Context: an optimization exercise on an open-source flow, tuned for small area, a short achievable clock period and few clock cycles. The choices shown serve that exercise and are no tape-out recipe. Only simulation tests tie the RTL to the original design; equivalence was not proved.

File: config.mk
export PLATFORM = sky130hd
export DESIGN_NAME = secded_sm_core
export DESIGN_NICKNAME = secded_sm_core
export VERILOG_FILES = /design/flow/design.v
export SDC_FILE = /design/flow/constraint.sdc
export NUM_CORES = 4
export LEC_CHECK = 0
export CAP_MARGIN = 30
export CORE_MARGIN = 2
export CORE_UTILIZATION = 60
export SETUP_SLACK_MARGIN = 4.5
export SLEW_MARGIN = 30
File: constraint.sdc
create_clock -name core_clock -period 10.0 [get_ports {clk}]
set_input_delay 2.0000 -clock core_clock [delete_from_list [all_inputs] [get_ports {clk}]]
set_output_delay 2.0000 -clock core_clock [all_outputs]
set_load 0.01 [all_outputs]
File: design.v
module secded_sm_core (
    input  wire        clk,
    input  wire        rst,
    input  wire [5:0]  enc_data,
    output wire [10:0] enc_chan,
    input  wire [10:0] dec_chan,
    output wire [5:0]  dec_data,
    output wire [1:0]  dec_outcome,
    input  wire        exec_valid,
    input  wire [5:0]  exec_word,
    output wire        exec_ready,
    output wire [1:0]  run_state,
    output wire        ovf,
    output wire [2:0]  err_cause,
    output wire [1:0]  top_tag,
    output wire [7:0]  top_data,
    output wire        ann_valid,
    output wire [7:0]  ann_data,
    input  wire        ann_ready
);
    secded_codec u_codec (
        .enc_data    (enc_data),
        .enc_chan    (enc_chan),
        .dec_chan    (dec_chan),
        .dec_data    (dec_data),
        .dec_outcome (dec_outcome)
    );
    stack_machine u_sm (
        .clk        (clk),
        .rst        (rst),
        .exec_valid (exec_valid),
        .exec_word  (exec_word),
        .exec_ready (exec_ready),
        .run_state  (run_state),
        .ovf        (ovf),
        .err_cause  (err_cause),
        .top_tag    (top_tag),
        .top_data   (top_data),
        .ann_valid  (ann_valid),
        .ann_data   (ann_data),
        .ann_ready  (ann_ready)
    );
endmodule
module secded_codec (
    input  wire [5:0]  enc_data,
    output wire [10:0] enc_chan,
    input  wire [10:0] dec_chan,
    output wire [5:0]  dec_data,
    output wire [1:0]  dec_outcome
);
    wire e0 = enc_data[5], e1 = enc_data[4], e2 = enc_data[3];
    wire e3 = enc_data[2], e4 = enc_data[1], e5 = enc_data[0];
    assign enc_chan = {enc_data,
                       e0 ^ e1 ^ e2,
                       e0 ^ e3 ^ e4,
                       e1 ^ e3 ^ e5,
                       e2 ^ e4 ^ e5,
                       ^enc_data};
    wire r0 = dec_chan[10], r1 = dec_chan[9], r2 = dec_chan[8];
    wire r3 = dec_chan[7],  r4 = dec_chan[6], r5 = dec_chan[5];
    wire r6 = dec_chan[4],  r7 = dec_chan[3], r8 = dec_chan[2];
    wire r9 = dec_chan[1],  r10 = dec_chan[0];
    wire s0 = r6 ^ r0 ^ r1 ^ r2;
    wire s1 = r7 ^ r0 ^ r3 ^ r4;
    wire s2 = r8 ^ r1 ^ r3 ^ r5;
    wire s3 = r9 ^ r2 ^ r4 ^ r5;
    wire op = ^dec_chan;
    wire nz  = s0 | s1 | s2 | s3;
    wire w3  = (s0 & s1 & (s2 | s3)) | (s2 & s3 & (s0 | s1));
    assign dec_outcome[0] = op & ~w3;
    assign dec_outcome[1] = op ? w3 : nz;
    wire m0 =  s0 &  s1 & ~s2 & ~s3;
    wire m1 =  s0 & ~s1 &  s2 & ~s3;
    wire m2 =  s0 & ~s1 & ~s2 &  s3;
    wire m3 = ~s0 &  s1 &  s2 & ~s3;
    wire m4 = ~s0 &  s1 & ~s2 &  s3;
    wire m5 = ~s0 & ~s1 &  s2 &  s3;
    assign dec_data[5] = op ? (r0 ^ m0) : r0;
    assign dec_data[4] = op ? (r1 ^ m1) : r1;
    assign dec_data[3] = op ? (r2 ^ m2) : r2;
    assign dec_data[2] = op ? (r3 ^ m3) : r3;
    assign dec_data[1] = op ? (r4 ^ m4) : r4;
    assign dec_data[0] = op ? (r5 ^ m5) : r5;
endmodule
module stack_machine (
    input  wire       clk,
    input  wire       rst,
    input  wire       exec_valid,
    input  wire [5:0] exec_word,
    output wire       exec_ready,
    output wire [1:0] run_state,
    output wire       ovf,
    output wire [2:0] err_cause,
    output wire [1:0] top_tag,
    output wire [7:0] top_data,
    output wire       ann_valid,
    output wire [7:0] ann_data,
    input  wire       ann_ready
);
    localparam [1:0] ST_IDLE    = 2'b00;
    localparam [1:0] ST_RUNNING = 2'b01;
    localparam [1:0] ST_STOPPED = 2'b10;
    localparam [1:0] ST_ERROR   = 2'b11;
    localparam [2:0] E_NONE      = 3'd0;
    localparam [2:0] E_UNDERFLOW = 3'd1;
    localparam [2:0] E_TYPE      = 3'd2;
    localparam [2:0] E_DIVZERO   = 3'd3;
    localparam [2:0] E_CAPACITY  = 3'd5;
    localparam [3:0] OP_STP = 4'h0, OP_DUP = 4'h1, OP_DEL = 4'h2, OP_SWP = 4'h3,
                     OP_ADD = 4'h4, OP_SUB = 4'h5, OP_MUL = 4'h6, OP_DIV = 4'h7,
                     OP_EXP = 4'h8, OP_MOD = 4'h9, OP_SHL = 4'hA, OP_SHR = 4'hB,
                     OP_HEX = 4'hC, OP_IEQ = 4'hD, OP_NOT = 4'hE, OP_XOR = 4'hF;
    localparam [1:0] M_READY = 2'd0;
    localparam [1:0] M_DIV   = 2'd1;
    localparam [1:0] M_EXP   = 2'd2;
    localparam [1:0] M_SPK   = 2'd3;
    reg [1:0] rs;
    reg       ovf_q;
    reg [2:0] cause_q;
    reg [1:0] mode;
    reg [5:0] sp;                 
    reg [8:0] xr, yr;             
    reg [8:0] mem [0:29];         
    reg [7:0] acc;                
    reg       dv_mod;             
    reg [6:0] cd;                 
    reg [1:0] cn;                 
    reg       tp;                 
    wire ready = (mode == M_READY);
    assign exec_ready = ready;
    assign run_state  = rs;
    assign ovf        = ovf_q;
    assign err_cause  = cause_q;
    wire [7:0] x = xr[7:0];
    wire [7:0] y = yr[7:0];
    wire x_chr = xr[8];
    wire y_chr = yr[8];
    wire has1 = |sp;
    wire has2 = |sp[5:1];
    wire full = sp[5];
    wire [5:0] sp_inc = sp + 6'd1;
    wire [5:0] sp_dec = sp - 6'd1;
    wire [5:0] w      = exec_word;
    wire [3:0] opc    = w[3:0];
    wire       is_lit = (w[5:4] == 2'b00);
    wire       is_op  = (w[5:4] == 2'b01);
    wire       is_chr = w[5] && (w[4:0] <= 5'd26);
    wire       is_spk = (w == 6'h3F);
    wire       go     = exec_valid && ready && !rs[1];
    assign top_tag  = !has1 ? 2'b00 : !x_chr ? 2'b01 : (x == 8'h20) ? 2'b11 : 2'b10;
    assign top_data = has1 ? x : 8'h00;
    wire [31:0] sp_is;
    genvar g;
    generate
        for (g = 0; g < 32; g = g + 1) begin : SPD
            assign sp_is[g] = (sp[4:0] == g);
        end
    endgenerate
    reg [8:0] rd;
    integer r;
    always @(*) begin
        rd = 9'd0;
        for (r = 0; r < 30; r = r + 1)
            rd = rd | ({9{sp_is[(r + 3) % 32]}} & mem[r]);
    end
    wire [15:0] prod;
    mul8x8 u_mul (.a(y), .b(x), .p(prod));
    wire        big_shift = |x[7:3];
    wire [7:0]  shl_t = y << x[2:0];
    wire [7:0]  shr_t = y >> x[2:0];
    wire p01 = y[0] & y[1], p02 = y[0] & y[2], p03 = y[0] & y[3], p04 = y[0] & y[4];
    wire p05 = y[0] & y[5], p06 = y[0] & y[6], p12 = y[1] & y[2], p13 = y[1] & y[3];
    wire p14 = y[1] & y[4], p15 = y[1] & y[5], p23 = y[2] & y[3], p24 = y[2] & y[4];
    wire [7:0] sq_y = {p06, y[3], p04, y[2], p02, y[1], 1'b0, y[0]}
                    + {p15, p05,  p13, p03,  1'b0, p01, 2'b00}
                    + {p24, p14,  1'b0, p12, 4'b0000}
                    + {1'b0, p23, 6'b000000};
    function is_hex;
        input [8:0] c;
        is_hex = c[8] && (c[7:0] >= 8'h41) && (c[7:0] <= 8'h46);
    endfunction
    wire       exp_zero = !y[0] && big_shift;
    wire [5:0] exp_e    = y[0] ? x[5:0] : {3'b000, x[2:0]};
    wire [7:0] exp_r1   = exp_e[0] ? y : 8'd1;
    wire       exp_done = exp_zero || (exp_e[5:1] == 5'd0);
    reg        exp_ovf;
    always @(*) begin
        if (x == 8'd0 || y[7:1] == 7'd0) exp_ovf = 1'b0;
        else if (y >= 8'd16) exp_ovf = (x >= 8'd2);
        else if (y >= 8'd7)  exp_ovf = (x >= 8'd3);
        else if (y >= 8'd4)  exp_ovf = (x >= 8'd4);
        else if (y == 8'd3)  exp_ovf = (x >= 8'd6);
        else                 exp_ovf = (x >= 8'd8);
    end
    wire [7:0] ym = y | {1'b0, y[7:1]} | {2'b0, y[7:2]} | {3'b0, y[7:3]} |
                    {4'b0, y[7:4]} | {5'b0, y[7:5]} | {6'b0, y[7:6]} | {7'b0, y[7]};
    wire [7:0] fits;
    generate
        for (g = 0; g < 8; g = g + 1) begin : FIT
            wire [15:0] xs = {8'd0, x} << g;
            assign fits[g] = (xs[15:8] == 8'd0) && ((xs[7:0] & ~ym) == 8'd0);
        end
    endgenerate
    reg [2:0] dv_k;
    always @(*) begin
        casez (fits[7:1])
            7'b1??????: dv_k = 3'd7;
            7'b01?????: dv_k = 3'd6;
            7'b001????: dv_k = 3'd5;
            7'b0001???: dv_k = 3'd4;
            7'b00001??: dv_k = 3'd3;
            7'b000001?: dv_k = 3'd2;
            7'b0000001: dv_k = 3'd1;
            default:    dv_k = 3'd0;
        endcase
    end
    wire [7:0] dv_d0 = x << dv_k;
    wire [7:0] ym_r  = {ym[0], ym[1], ym[2], ym[3], ym[4], ym[5], ym[6], ym[7]};
    wire [8:0] shl_ov_v = {ym_r, 1'b0};           
    wire       shl_ovf = shl_ov_v[x[2:0]];
    wire [8:0] add_t  = {1'b0, y} + {1'b0, x};
    wire [7:0] as_b   = !ready ? acc : x;
    wire [8:0] as_t   = {1'b0, y} + {1'b0, ~as_b} + 9'd1;
    wire       dv_ge  = as_t[8];                   
    wire [7:0] dv_rem = dv_ge ? as_t[7:0] : y;
    wire [7:0] dv_quo = {x[6:0], dv_ge};      
    wire [6:0] d10_in = (cn != 2'd0) ? cd[6:0] : x[6:0];    
    reg  [3:0] d10_t;
    always @(*) begin
        if      (d10_in >= 7'd90) d10_t = 4'd9;
        else if (d10_in >= 7'd80) d10_t = 4'd8;
        else if (d10_in >= 7'd70) d10_t = 4'd7;
        else if (d10_in >= 7'd60) d10_t = 4'd6;
        else if (d10_in >= 7'd50) d10_t = 4'd5;
        else if (d10_in >= 7'd40) d10_t = 4'd4;
        else if (d10_in >= 7'd30) d10_t = 4'd3;
        else if (d10_in >= 7'd20) d10_t = 4'd2;
        else if (d10_in >= 7'd10) d10_t = 4'd1;
        else                      d10_t = 4'd0;
    end
    wire [3:0] d10_o = d10_in[3:0] - {d10_t[2:0], 1'b0} - {d10_t[0], 3'b000};
    wire       x_ge200 = (x >= 8'd200);
    wire       x_ge100 = (x >= 8'd100);
    wire [7:0] x_rest  = x - (x_ge200 ? 8'd200 : 8'd100);
    reg [7:0] fb;
    reg [6:0] fd;
    reg [1:0] fn;
    always @(*) begin
        fd = x_rest[6:0];
        if (x_chr) begin
            fb = x; fn = 2'd0;
        end else if (x_ge100) begin
            fb = {6'b001100, x_ge200, !x_ge200}; fn = 2'd2;
        end else if (d10_t != 4'd0) begin
            fb = {4'h3, d10_t}; fn = 2'd1; fd = {3'b000, d10_o};
        end else begin
            fb = {4'h3, x[3:0]}; fn = 2'd0;
        end
    end
    wire two_int = !x_chr && !y_chr;
    reg       fail;
    reg [2:0] fcause;
    always @(*) begin
        fail   = 1'b0;
        fcause = E_UNDERFLOW;
        if (is_lit || is_chr) begin
            if (full) begin fail = 1'b1; fcause = E_CAPACITY; end
        end else if (is_spk) begin
            if (!has1) fail = 1'b1;
            else if (x_chr) begin fail = 1'b1; fcause = E_TYPE; end
            else if ({1'b0, x} >= {2'b00, sp}) fail = 1'b1;
        end else if (is_op) begin
            case (opc)
                OP_STP: ;
                OP_DUP: begin
                    if (!has1) fail = 1'b1;
                    else if (full) begin fail = 1'b1; fcause = E_CAPACITY; end
                end
                OP_DEL: if (!has1) fail = 1'b1;
                OP_SWP: if (!has2) fail = 1'b1;
                OP_NOT: begin
                    if (!has1) fail = 1'b1;
                    else if (x_chr) begin fail = 1'b1; fcause = E_TYPE; end
                end
                OP_HEX: begin
                    if (!has2) fail = 1'b1;
                    else if (!is_hex(xr) || !is_hex(yr)) begin fail = 1'b1; fcause = E_TYPE; end
                end
                default: begin
                    if (!has2) fail = 1'b1;
                    else if (!two_int) begin fail = 1'b1; fcause = E_TYPE; end
                    else if ((opc == OP_DIV || opc == OP_MOD) && x == 8'd0) begin
                        fail = 1'b1; fcause = E_DIVZERO;
                    end
                end
            endcase
        end
    end
    reg [7:0] bin_res;
    reg       bin_ovf;
    always @(*) begin
        bin_res = 8'h00;
        bin_ovf = 1'b0;
        case (opc)
            OP_ADD: begin bin_res = add_t[7:0]; bin_ovf = add_t[8]; end
            OP_SUB: begin bin_res = as_t[7:0]; bin_ovf = !as_t[8]; end
            OP_MUL: begin bin_res = prod[7:0];  bin_ovf = |prod[15:8]; end
            OP_SHL: begin
                bin_res = big_shift ? 8'h00 : shl_t;
                bin_ovf = big_shift ? ym[0] : shl_ovf;
            end
            OP_SHR: bin_res = big_shift ? 8'h00 : shr_t;
            OP_HEX: bin_res = {y[3:0] + 4'd9, x[3:0] + 4'd9};
            OP_IEQ: bin_res = {7'd0, (x == y)};
            OP_XOR: bin_res = x ^ y;
            OP_EXP: begin bin_res = exp_zero ? 8'h00 : exp_r1; bin_ovf = exp_ovf; end
            OP_DIV: bin_res = {7'd0, dv_ge};
            OP_MOD: bin_res = dv_rem;
            default: ;
        endcase
    end
    wire [8:0] push_cell = is_lit ? {5'b00000, w[3:0]} :
                           is_chr ? ((w[4:0] == 5'd26) ? 9'h120 : {4'b1010, 5'd1 + w[4:0]}) :
                           xr;        
    wire off_cd    = (cn != 2'd0);
    wire off_term  = !off_cd && tp;
    wire off_cell  = (mode == M_SPK) && !off_cd && !tp && (acc[4:0] != 5'd0);
    assign ann_valid = off_cd || tp || off_cell;
    assign ann_data  = off_cd ? {4'h3, cn[1] ? d10_t : cd[3:0]} : tp ? 8'h00 : fb;
    wire load_cd   = off_cd && ann_ready;
    wire load_term = off_term && ann_ready;
    wire load_cell = off_cell && ann_ready;
    reg        do_push, do_pop;
    reg [8:0]  x_nx;
    reg        x_we;
    reg [8:0]  y_nx;
    reg        y_we;
    reg        tp_set;
    always @(*) begin
        do_push = 1'b0;
        do_pop  = 1'b0;       
        x_nx    = push_cell;
        x_we    = 1'b0;
        y_nx    = xr;
        y_we    = 1'b0;
        tp_set  = 1'b0;
        case (mode)
            M_READY: if (go && !fail) begin
                if (is_lit || is_chr) do_push = 1'b1;
                else if (is_spk) begin
                    do_pop = 1'b1;
                    if (x == 8'd0 && (!tp || load_term)) tp_set = 1'b1;
                end else if (is_op) begin
                    case (opc)
                        OP_STP: ;
                        OP_DUP: do_push = 1'b1;
                        OP_DEL: do_pop = 1'b1;
                        OP_SWP: begin
                            x_nx = yr; x_we = 1'b1;
                            y_nx = xr; y_we = 1'b1;
                        end
                        OP_NOT: begin x_nx = {1'b0, ~x}; x_we = 1'b1; end
                        OP_DIV, OP_MOD: begin
                            if (dv_k == 3'd0) begin
                                do_pop = 1'b1; x_nx = {1'b0, bin_res}; x_we = 1'b1;
                            end else begin
                                x_nx = {1'b0, 8'h80 >> dv_k};
                                x_we = 1'b1;
                            end
                        end
                        OP_EXP: begin
                            if (exp_done) begin
                                do_pop = 1'b1; x_nx = {1'b0, bin_res}; x_we = 1'b1;
                            end else begin
                                x_nx = {1'b0, exp_r1}; x_we = 1'b1;
                                y_nx = {1'b0, sq_y};   y_we = 1'b1;
                            end
                        end
                        default: begin
                            do_pop = 1'b1; x_nx = {1'b0, bin_res}; x_we = 1'b1;
                        end
                    endcase
                end
            end
            M_DIV: begin
                if (!xr[7]) begin
                    x_nx = {x, dv_ge}; x_we = 1'b1;
                    y_nx = {1'b0, dv_rem}; y_we = 1'b1;
                end else begin
                    do_pop = 1'b1; x_we = 1'b1;
                    x_nx = {1'b0, dv_mod ? dv_rem : dv_quo};
                end
            end
            M_EXP: begin
                x_nx = {1'b0, acc[0] ? prod[7:0] : x}; x_we = 1'b1;
                if (acc[7:1] == 7'd0) do_pop = 1'b1;
                else begin y_nx = {1'b0, sq_y}; y_we = 1'b1; end
            end
            M_SPK: begin
                if (load_cell) begin
                    do_pop = 1'b1;
                    if (acc[4:0] == 5'd1) tp_set = 1'b1;
                end else if (acc[4:0] == 5'd0 && !tp)
                    tp_set = 1'b1;
            end
        endcase
    end
    integer i;
    always @(posedge clk) begin
        if (do_push) begin
            for (i = 0; i < 30; i = i + 1)
                if (sp_is[i + 2]) mem[i] <= yr;
        end
        if (do_push) begin
            xr <= x_nx;
            yr <= xr;
        end else if (do_pop) begin
            xr <= x_we ? x_nx : yr;
            yr <= rd;
        end else begin
            if (x_we) xr <= x_nx;
            if (y_we) yr <= y_nx;
        end
        if (mode == M_READY) begin
            acc    <= is_spk ? x : (opc == OP_EXP) ? {2'b00, exp_e[5:1]} : dv_d0;
            dv_mod <= opc[3];
        end else if (mode == M_EXP) begin
            acc <= {1'b0, acc[7:1]};
        end else if (mode == M_DIV) begin
            acc <= {1'b0, acc[7:1]};
        end
        if (load_cell)
            acc <= {3'b000, acc[4:0] - 5'd1};
        if (load_cell)
            cd <= fd;
        else if (load_cd && cn[1])
            cd <= {3'b000, d10_o};
    end
    always @(posedge clk) begin
        if (rst) begin
            rs      <= ST_IDLE;
            ovf_q   <= 1'b0;
            cause_q <= E_NONE;
            mode    <= M_READY;
            sp      <= 6'd0;
            cn      <= 2'd0;
            tp      <= 1'b0;
        end else begin
            if (do_push) sp <= sp_inc;
            else if (do_pop) sp <= sp_dec;
            tp <= tp_set || (tp && !load_term);
            if (load_cell) cn <= fn;
            else if (load_cd) cn <= cn - 2'd1;
            case (mode)
                M_READY: if (go) begin
                    if (fail) begin
                        rs <= ST_ERROR;
                        cause_q <= fcause;
                    end else begin
                        rs <= (is_op && opc == OP_STP) ? ST_STOPPED : ST_RUNNING;
                        if (is_op) begin
                            case (opc)
                                OP_ADD, OP_SUB, OP_MUL, OP_SHL, OP_SHR, OP_EXP:
                                    ovf_q <= bin_ovf;
                                OP_DIV, OP_MOD: ovf_q <= 1'b0;
                                default: ;
                            endcase
                            if ((opc == OP_DIV || opc == OP_MOD) && dv_k != 3'd0) mode <= M_DIV;
                            if (opc == OP_EXP && !exp_done) mode <= M_EXP;
                        end
                        if (is_spk && !tp_set) mode <= M_SPK;
                    end
                end
                M_DIV: if (xr[7]) mode <= M_READY;
                M_EXP: if (acc[7:1] == 7'd0) mode <= M_READY;
                M_SPK: if (tp_set) mode <= M_READY;
            endcase
        end
    end
endmodule
module mul8x8 (
    input  wire [7:0]  a,
    input  wire [7:0]  b,
    output wire [15:0] p
);
    wire m1 = (a[0]&b[6]) ^ (a[1]&b[5]);
    wire m2 = (a[0]&b[6]) & (a[1]&b[5]);
    wire m3 = (a[0]&b[7]) ^ (a[1]&b[6]) ^ (a[2]&b[5]);
    wire m4 = ((a[0]&b[7]) & (a[1]&b[6])) | ((a[2]&b[5]) & ((a[0]&b[7]) ^ (a[1]&b[6])));
    wire m5 = (a[3]&b[4]) ^ (a[4]&b[3]);
    wire m6 = (a[3]&b[4]) & (a[4]&b[3]);
    wire m7 = (a[1]&b[7]) ^ (a[2]&b[6]) ^ (a[3]&b[5]);
    wire m8 = ((a[1]&b[7]) & (a[2]&b[6])) | ((a[3]&b[5]) & ((a[1]&b[7]) ^ (a[2]&b[6])));
    wire m9 = (a[4]&b[4]) ^ (a[5]&b[3]);
    wire m10 = (a[4]&b[4]) & (a[5]&b[3]);
    wire m11 = (a[2]&b[7]) ^ (a[3]&b[6]) ^ (a[4]&b[5]);
    wire m12 = ((a[2]&b[7]) & (a[3]&b[6])) | ((a[4]&b[5]) & ((a[2]&b[7]) ^ (a[3]&b[6])));
    wire m13 = (a[0]&b[4]) ^ (a[1]&b[3]);
    wire m14 = (a[0]&b[4]) & (a[1]&b[3]);
    wire m15 = (a[0]&b[5]) ^ (a[1]&b[4]) ^ (a[2]&b[3]);
    wire m16 = ((a[0]&b[5]) & (a[1]&b[4])) | ((a[2]&b[3]) & ((a[0]&b[5]) ^ (a[1]&b[4])));
    wire m17 = (a[3]&b[2]) ^ (a[4]&b[1]);
    wire m18 = (a[3]&b[2]) & (a[4]&b[1]);
    wire m19 = m1 ^ (a[2]&b[4]) ^ (a[3]&b[3]);
    wire m20 = (m1 & (a[2]&b[4])) | ((a[3]&b[3]) & (m1 ^ (a[2]&b[4])));
    wire m21 = (a[4]&b[2]) ^ (a[5]&b[1]) ^ (a[6]&b[0]);
    wire m22 = ((a[4]&b[2]) & (a[5]&b[1])) | ((a[6]&b[0]) & ((a[4]&b[2]) ^ (a[5]&b[1])));
    wire m23 = m2 ^ m3 ^ m5;
    wire m24 = (m2 & m3) | (m5 & (m2 ^ m3));
    wire m25 = (a[5]&b[2]) ^ (a[6]&b[1]) ^ (a[7]&b[0]);
    wire m26 = ((a[5]&b[2]) & (a[6]&b[1])) | ((a[7]&b[0]) & ((a[5]&b[2]) ^ (a[6]&b[1])));
    wire m27 = m4 ^ m6 ^ m7;
    wire m28 = (m4 & m6) | (m7 & (m4 ^ m6));
    wire m29 = m9 ^ (a[6]&b[2]) ^ (a[7]&b[1]);
    wire m30 = (m9 & (a[6]&b[2])) | ((a[7]&b[1]) & (m9 ^ (a[6]&b[2])));
    wire m31 = m8 ^ m10 ^ m11;
    wire m32 = (m8 & m10) | (m11 & (m8 ^ m10));
    wire m33 = (a[5]&b[4]) ^ (a[6]&b[3]) ^ (a[7]&b[2]);
    wire m34 = ((a[5]&b[4]) & (a[6]&b[3])) | ((a[7]&b[2]) & ((a[5]&b[4]) ^ (a[6]&b[3])));
    wire m35 = m12 ^ (a[3]&b[7]) ^ (a[4]&b[6]);
    wire m36 = (m12 & (a[3]&b[7])) | ((a[4]&b[6]) & (m12 ^ (a[3]&b[7])));
    wire m37 = (a[5]&b[5]) ^ (a[6]&b[4]) ^ (a[7]&b[3]);
    wire m38 = ((a[5]&b[5]) & (a[6]&b[4])) | ((a[7]&b[3]) & ((a[5]&b[5]) ^ (a[6]&b[4])));
    wire m39 = (a[4]&b[7]) ^ (a[5]&b[6]) ^ (a[6]&b[5]);
    wire m40 = ((a[4]&b[7]) & (a[5]&b[6])) | ((a[6]&b[5]) & ((a[4]&b[7]) ^ (a[5]&b[6])));
    wire m41 = (a[0]&b[3]) ^ (a[1]&b[2]);
    wire m42 = (a[0]&b[3]) & (a[1]&b[2]);
    wire m43 = m13 ^ (a[2]&b[2]) ^ (a[3]&b[1]);
    wire m44 = (m13 & (a[2]&b[2])) | ((a[3]&b[1]) & (m13 ^ (a[2]&b[2])));
    wire m45 = m14 ^ m15 ^ m17;
    wire m46 = (m14 & m15) | (m17 & (m14 ^ m15));
    wire m47 = m16 ^ m18 ^ m19;
    wire m48 = (m16 & m18) | (m19 & (m16 ^ m18));
    wire m49 = m20 ^ m22 ^ m23;
    wire m50 = (m20 & m22) | (m23 & (m20 ^ m22));
    wire m51 = m24 ^ m26 ^ m27;
    wire m52 = (m24 & m26) | (m27 & (m24 ^ m26));
    wire m53 = m28 ^ m30 ^ m31;
    wire m54 = (m28 & m30) | (m31 & (m28 ^ m30));
    wire m55 = m32 ^ m34 ^ m35;
    wire m56 = (m32 & m34) | (m35 & (m32 ^ m34));
    wire m57 = m36 ^ m38 ^ m39;
    wire m58 = (m36 & m38) | (m39 & (m36 ^ m38));
    wire m59 = m40 ^ (a[5]&b[7]) ^ (a[6]&b[6]);
    wire m60 = (m40 & (a[5]&b[7])) | ((a[6]&b[6]) & (m40 ^ (a[5]&b[7])));
    wire m61 = (a[0]&b[2]) ^ (a[1]&b[1]);
    wire m62 = (a[0]&b[2]) & (a[1]&b[1]);
    wire m63 = m41 ^ (a[2]&b[1]) ^ (a[3]&b[0]);
    wire m64 = (m41 & (a[2]&b[1])) | ((a[3]&b[0]) & (m41 ^ (a[2]&b[1])));
    wire m65 = m42 ^ m43 ^ (a[4]&b[0]);
    wire m66 = (m42 & m43) | ((a[4]&b[0]) & (m42 ^ m43));
    wire m67 = m44 ^ m45 ^ (a[5]&b[0]);
    wire m68 = (m44 & m45) | ((a[5]&b[0]) & (m44 ^ m45));
    wire m69 = m46 ^ m47 ^ m21;
    wire m70 = (m46 & m47) | (m21 & (m46 ^ m47));
    wire m71 = m48 ^ m49 ^ m25;
    wire m72 = (m48 & m49) | (m25 & (m48 ^ m49));
    wire m73 = m50 ^ m51 ^ m29;
    wire m74 = (m50 & m51) | (m29 & (m50 ^ m51));
    wire m75 = m52 ^ m53 ^ m33;
    wire m76 = (m52 & m53) | (m33 & (m52 ^ m53));
    wire m77 = m54 ^ m55 ^ m37;
    wire m78 = (m54 & m55) | (m37 & (m54 ^ m55));
    wire m79 = m56 ^ m57 ^ (a[7]&b[4]);
    wire m80 = (m56 & m57) | ((a[7]&b[4]) & (m56 ^ m57));
    wire m81 = m58 ^ m59 ^ (a[7]&b[5]);
    wire m82 = (m58 & m59) | ((a[7]&b[5]) & (m58 ^ m59));
    wire m83 = m60 ^ (a[6]&b[7]) ^ (a[7]&b[6]);
    wire m84 = (m60 & (a[6]&b[7])) | ((a[7]&b[6]) & (m60 ^ (a[6]&b[7])));
    wire [15:0] mr1 = {1'b0, m84, m82, m80, m78, m76, m74, m72, m70, m68, m66, m64, m62, m61, (a[0]&b[1]), (a[0]&b[0])};
    wire [15:0] mr2 = {1'b0, (a[7]&b[7]), m83, m81, m79, m77, m75, m73, m71, m69, m67, m65, m63, (a[2]&b[0]), (a[1]&b[0]), 1'b0};
    assign p = mr1 + mr2;
endmodule
File: run.sh
#!/bin/bash
# synth_recipe.tcl (not shown) runs the flow's synth.tcl, then flattens the netlist and writes it again
# the make line also repeats each setting of config.mk as NAME=value (left out here)
make -C /OpenROAD-flow-scripts/flow DESIGN_CONFIG=/design/flow/config.mk WORK_HOME=/design/flow/orfs CLKGATE_MAP_FILE= SYNTH_SCRIPT=/design/flow/synth_recipe.tcl finish
==> run summary, run 1 <==
Starting Density=between 60 and 70%; clock sinks=roughly 320; Avg Inst Size Synth=10.3 um2; RSZ-0062 raised after global routing=yes; Req. time, crit path=approximately 8 ns; CP arrival=3.97 ns; vias in the first global route=18600; DR WL/cell=33.3 um; Inserted Clock Buffers=31; DR pass1 iterations=8; core region area=roughly 0.033 mm2; final setup fails=0; fin crit share=59.7%; Post-Route Utilization=71.4%; aggregate routed wire length=85100 um; crit path time final=5.97 ns; sequential fraction of the synthesis area=46.3%; first-pass GRT wire length=122000 um; Nets=2235; Least-Margin Pin Slew=roughly 1.2 ns; drt drc=0; Worst Skew=about 0.027 ns; Synthesized Nets=between 2000 and 2500; FF/Latch Area=0.00944 mm2; Synth-to-Final Area Change=17.3%; Worst Path Max Fanout=4; Seq cells post-synth=321; final hold vios=0; crit end category=primary output; Yosys cell types=82; row count=67; yosys synthesis warning count=2; Max stage delay on crit path=0.32 ns; Final Slew Violations=0; gr usage total=46.7%; Crit Reg-Reg Startpoint=u_sm.xr[6]; vias post-DR=19300; Gate Count Post-Synth=1976; clock latency (worst-skew pair)=0.58 ns; fmax=0.168 GHz; cell area after synthesis=0.0204 mm2; Crit path buffers/inverters=4; initial antenna violation count=3; IO Pins=72; Worst setup startpoint=dec_chan[1]; clock tree buffer depth=3; cells along the critical path=buf_8, xnor2_4, xor2_4, xnor2_4, buf_6, buf_6, nor4_4, xor2_1, buf_2; Die Y-Extent=188 um; Die Span X=188 um; critical path class=in -> out; post-route cell area=0.0239 mm2; nature of the critical path startpoint=input pin; hold crit path type=reg -> reg; Synth top area share=44.4%; max cap viols=0; footprint of the multi-input gates=around 0.011 mm2; Main synth FF type=edfxtp_1; GP Congestion=1.07; filler instances=2283; Setup TNS Final=0 ns; root buf cell=clkbuf_16; EDFF count, synth=301; DRT iter0 DRCs=3580; H-tree depth=1; CP max stage cell=nor4_4; Congestion Overflow GR=0; cell with the most instances after synthesis=edfxtp_1; post-synth top area cell=edfxtp_1; Slew Limit Headroom=20.2%; Area contributors post-synth=edfxtp_1 44%, ha_1 5.2%, fa_1 4.2%; ANT nets after route=0; pin count of the biggest net entering global routing=53; Post-CTS Hold Buffers=0; Post-synth top cells=301 x edfxtp_1, 185 x nor2_1, 155 x nand2_1, 107 x a22oi_1, 102 x a21oi_1; worst hold slack=0.453 ns; status=timing/DRC/antenna clean; CTS clk-pin slew, worst paths=about 0.07 ns; Die Area=between 0.03 and 0.04 mm2; detail-routed via count per cell=7.54; Async SR Flop Fraction=0%; Top delay family on crit path=XOR/XNOR gates; placed cell area=0.0218 mm2; HP Start=u_sm.cause_q[2]; DP Wirelength=54700 um; IO Port Bufs=71; CTS tree=yes; share of cells above drive strength 1=14.8%
==> metrics by stage <==
stage | std cells | worst slack, ns
floorplan | 1976 | 4.56
global placement | 2448 | 3.15
detailed placement | 2448 | 2.91
CTS | 2536 | 4.47
global route | 2553 | 4.04
finish | 2555 | 4.03
==> placed cells by master (no fill, tap or decap), drive strengths merged, types with 27 or more instances in the layout <==
cell type,n
edfxtp,301
o21ai,81
a22oi,107
nand4,27
clkbuf,38
xnor2,43
ha,85
nand2,155
inv,104
a22o,27
nor3,59
nor2,186
nand3,47
fa,43
mux2i,29
a21oi,102
buf,130
a221oi,30
xor2,27
clkdlybuf4s50,41
==> flip-flops by register name (all words and copies together), names as in the netlist <==
register      cells
u_sm.mem        270
u_sm.xr           9
u_sm.yr           9
u_sm.acc          8
u_sm.cd           7
u_sm.sp           6
u_sm.cause_q      3
u_sm.cn           2
u_sm.mode         2
u_sm.rs           2
u_sm.dv_mod       1
u_sm.ovf_q        1
u_sm.tp           1
==> worst min-delay path, delay by kind of cell, from the launching register on <==
kind | cells | cell delay, ns
compound gates | 1 | 0.05
simple gates | 1 | 0.05
flops | 1 | 0.31
==> logic make-up (layout without fill, tap and decap cells) <==
group	after synthesis	in the layout	synth area share, %
xor+xnor	70	70	3.01
simple gates	620	620	14.6
flops	321	321	46.3
compound gates	573	573	20.1
other cells	0	2	0
fa+ha+maj	128	128	9.45
buf+inv	223	352	4.32
mux	41	41	2.20
==> layout make-up <==
cell class              instances  share of cell area (%)
clock buffers                  34                    3.29
multi-input cells            1432                    44.9
inverters                     106                    1.80
diodes                          2                  0.0210
clock inverters                24                    1.24
repair buffers                188                    6.92
well taps                     448                    2.35
flip-flops and latches        321                    39.5
==> repair_timing <==
item,CTS,global route
setup buffers,30,16
cloned,0,0
hold endpoints to repair,0,0
pin swaps,31,22
resized for setup,171,71
setup endpoints to repair,323,31
==> worst paths after layout <==
kind	endpoint	cells after the start	slack (ns)
setup reg to reg	u_sm.xr[7]	20	4.57
hold / removal	u_sm.cause_q[2]	2	0.45
hold reg to reg	u_sm.cause_q[2]	2	0.45
setup / recovery	dec_data[5]	9	4.03
==> layer usage <==
| layer | GRT usage [%] | routed length, um | up-vias |
|---|---|---|---|
| met3 | 11.2 | 11400 | 570 |
| met1 | 56.6 | 27400 | 8985 |
| met5 | 0 | 22 | - |
| li1 | - | - | 7784 |
| met2 | 72.8 | 38100 | 1927 |
| met4 | 35.3 | 8240 | 4 |
Testbench counts, summed over its fixed seeds: cycles 20,982.
==> inputs of run 2 (changes only) <==
--- a/config.mk
+++ b/config.mk
@@ -5,8 +5,9 @@
 export SDC_FILE = /design/flow/constraint.sdc
 export NUM_CORES = 4
 export LEC_CHECK = 0
+export ABC_AREA = 1
 export CAP_MARGIN = 30
 export CORE_MARGIN = 2
-export CORE_UTILIZATION = 60
+export CORE_UTILIZATION = 55
 export SETUP_SLACK_MARGIN = 4.5
 export SLEW_MARGIN = 30
==> run summary, run 2 <==
CP arrival=3.61 ns; cell with the most instances after synthesis=nand2_1; Die Span X=202 um; crit path time final=around 5.6 ns; share of cells above drive strength 1=9.80%; DR WL/cell=25.3 um; cell area after synthesis=0.0216 mm2; yosys synthesis warning count=2; core region area=0.0387 mm2; DRT iter0 DRCs=2377; clock latency (worst-skew pair)=0.53 ns; CTS tree=yes; Main synth FF type=edfxtp_1; GP Congestion=1.08; HP Start=u_sm.cause_q[1]; H-tree depth=2; Post-CTS Hold Buffers=0; status=timing/DRC/antenna clean; first-pass GRT wire length=121000 um; cells along the critical path=buf_2, xnor2_4, xor2_2, xor2_2, buf_4, buf_4, nand3_2, nor2_4, xor2_1, buf_2; Starting Density=between 50% and 60%; CP max stage cell=xor2_2; setup ws final=4.39 ns; filler instances=3284; drt drc=0; Synth-to-Final Area Change=14.1%; pin count of the biggest net entering global routing=between 40 and 50; Die Y-Extent=between 200 and 250 um; Req. time, crit path=8.00 ns; commonest non-fill, non-tap cells in the layout=649 x nand2_1, 310 x inv_1, 301 x edfxtp_1; final hold vios=0; critical path class=in -> out; IO Port Bufs=71; CTS clk-pin slew, worst paths=around 0.05 ns; aggregate routed wire length=81800 um; detail-routed via count per cell=6.23; Avg Inst Size Synth=roughly 8.3 um2; EDFF count, synth=301; row count=72; sequential fraction of the synthesis area=43.7%; DR pass1 iterations=7; Die Area=between 0.04 and 0.05 mm2; Async SR Flop Fraction=0%; final setup fails=0; initial antenna violation count=0; Final Slew Violations=0; Worst Skew=approximately 0.043 ns; Synthesized Nets=2744; # diodes=0; Area contributors post-synth=edfxtp_1 42%, nand2_1 11%, inv_1 5.5%; Setup TNS Final=0 ns; Post-synth top cells=657 x nand2_1, 318 x inv_1, 301 x edfxtp_1, 221 x nor2_1, 153 x nand3_1; max cap viols=0; Nets=2848; post-synth top area cell=edfxtp_1; commonest non-fill, non-tap cell in the layout=nand2_1; post-route cell area=0.0246 mm2; crit end category=primary output; Seq cells post-synth=around 320; vias post-DR=20100; fin crit share=56.1%; dpl ws=between 3 and 4 ns; gr usage total=about two fifths; hold crit path type=reg -> reg; vias in the first global route=19300; Crit Reg-Reg Startpoint=u_sm.yr[0]; ANT nets after route=0; RSZ-0062 raised after global routing=yes; Gate Count Post-Synth=2589; Congestion Overflow GR=0; Least-Margin Pin Slew=1.00 ns; Slew Limit Headroom=33.0%; Worst setup startpoint=dec_chan[1]; DP Wirelength=58300 um; clock tree buffer depth=3; Max stage delay on crit path=0.24 ns; placed cell area=0.0229 mm2; Synth top area share=41.9%; nature of the critical path startpoint=input pin; clock sinks=roughly 320; fmax=0.178 GHz; Yosys cell types=64; Most flops, register=u_sm.mem; Inserted Clock Buffers=34; biggest regs=u_sm.mem x270, u_sm.xr x9, u_sm.yr x9; root buf cell=clkbuf_16; Worst Path Max Fanout=3; max FFs per register=270; IO Pins=72
[run 2: repair_timing]
item,CTS,global route
gates resized for setup,102,74
setup endpoints to repair,229,262
pin swaps,28,27
hold endpoints to repair,0,0
buffers inserted,23,19
cloned,2,0
[run 2: kinds of logic after synthesis]
logic type	after synthesis	synth area share (%)
AND/OR/NAND/NOR	1176	23.3
AO/OA/AOI/OAI	465	13.5
buffers and inverters	436	7.97
flip-flops	321	43.7
adder cells (fa/ha/maj)	128	8.91
XOR/XNOR	61	2.47
multiplexers	2	0.0927
[run 2: area by class of cell]
type                    count  area, um2  share of cell area [%]
repair buffers            148       1290                    5.23
clock inverters            16        164                   0.665
inverters                 354       1370                    5.55
flip-flops and latches    321       9440                    38.3
multi-input cells        1834      10800                    44.0
clock buffers              40        895                    3.63
well taps                 518        648                    2.63
[run 2: layer usage]
layer  GRT usage [%]  vias to the layer above  share of wire [%]
met1            48.7                     9448                 36
met3            6.82                      335                9.3
li1                -                     9007                  -
met4            28.1                        0                8.6
met2            63.9                     1346                 46
met5               0                        -                  0
[run 2: worst paths after layout]
path	to	slack (ns)	cells after the start
worst max register to register	u_sm.xr[6]	4.60	25
worst min-delay path	u_sm.cause_q[1]	0.48	2
worst min register to register	u_sm.cause_q[1]	0.48	2
worst max-delay path	dec_data[1]	4.39	10
[run 2: critical path, delay by kind of cell]
kind	cells	cell delay [ns]
xor+xnor	4	0.79
buf+inv	4	0.59
simple gates	2	0.23
[run 2: stage by stage]
step	util, %	hold slack, ns	std cells
finish	63.6	0.477	3231
global route	63.6	0.516	3231
CTS	62.6	0.474	3212
detailed placement	59.0	0.465	3131
global placement	58.9	0.466	3129
floorplan	-	0.450	2589

static timing again, ports no longer ideal:
In the flow no input, the clock included, has a driving cell. The finished layouts below were timed again as built, in two steps.
Step 1, drivers: a clkbuf_16 drives clk and a buf_2 each remaining input, both assumed.
Step 2 times the ports against the registers' clock, not the clock port: input delays grow and output delays shrink by t, the midpoint of the rising clock arrivals with the driver on.
Three values: ideal ports, drivers, drivers and shift; two values: the first two.
run	shift t [ns]	slack for setup (ns)	clock arrival spread, ns
run 1	0.623	4.032 / 3.978 / 3.978	0.029 / 0.030
run 2	0.567	4.390 / 4.339 / 4.203	0.044 / 0.044
After both steps setup and hold are still met in every run listed. For run 2, which loses most, drivers alone change the setup slack by -0.051 ns; drivers and shift together by -0.187 ns.
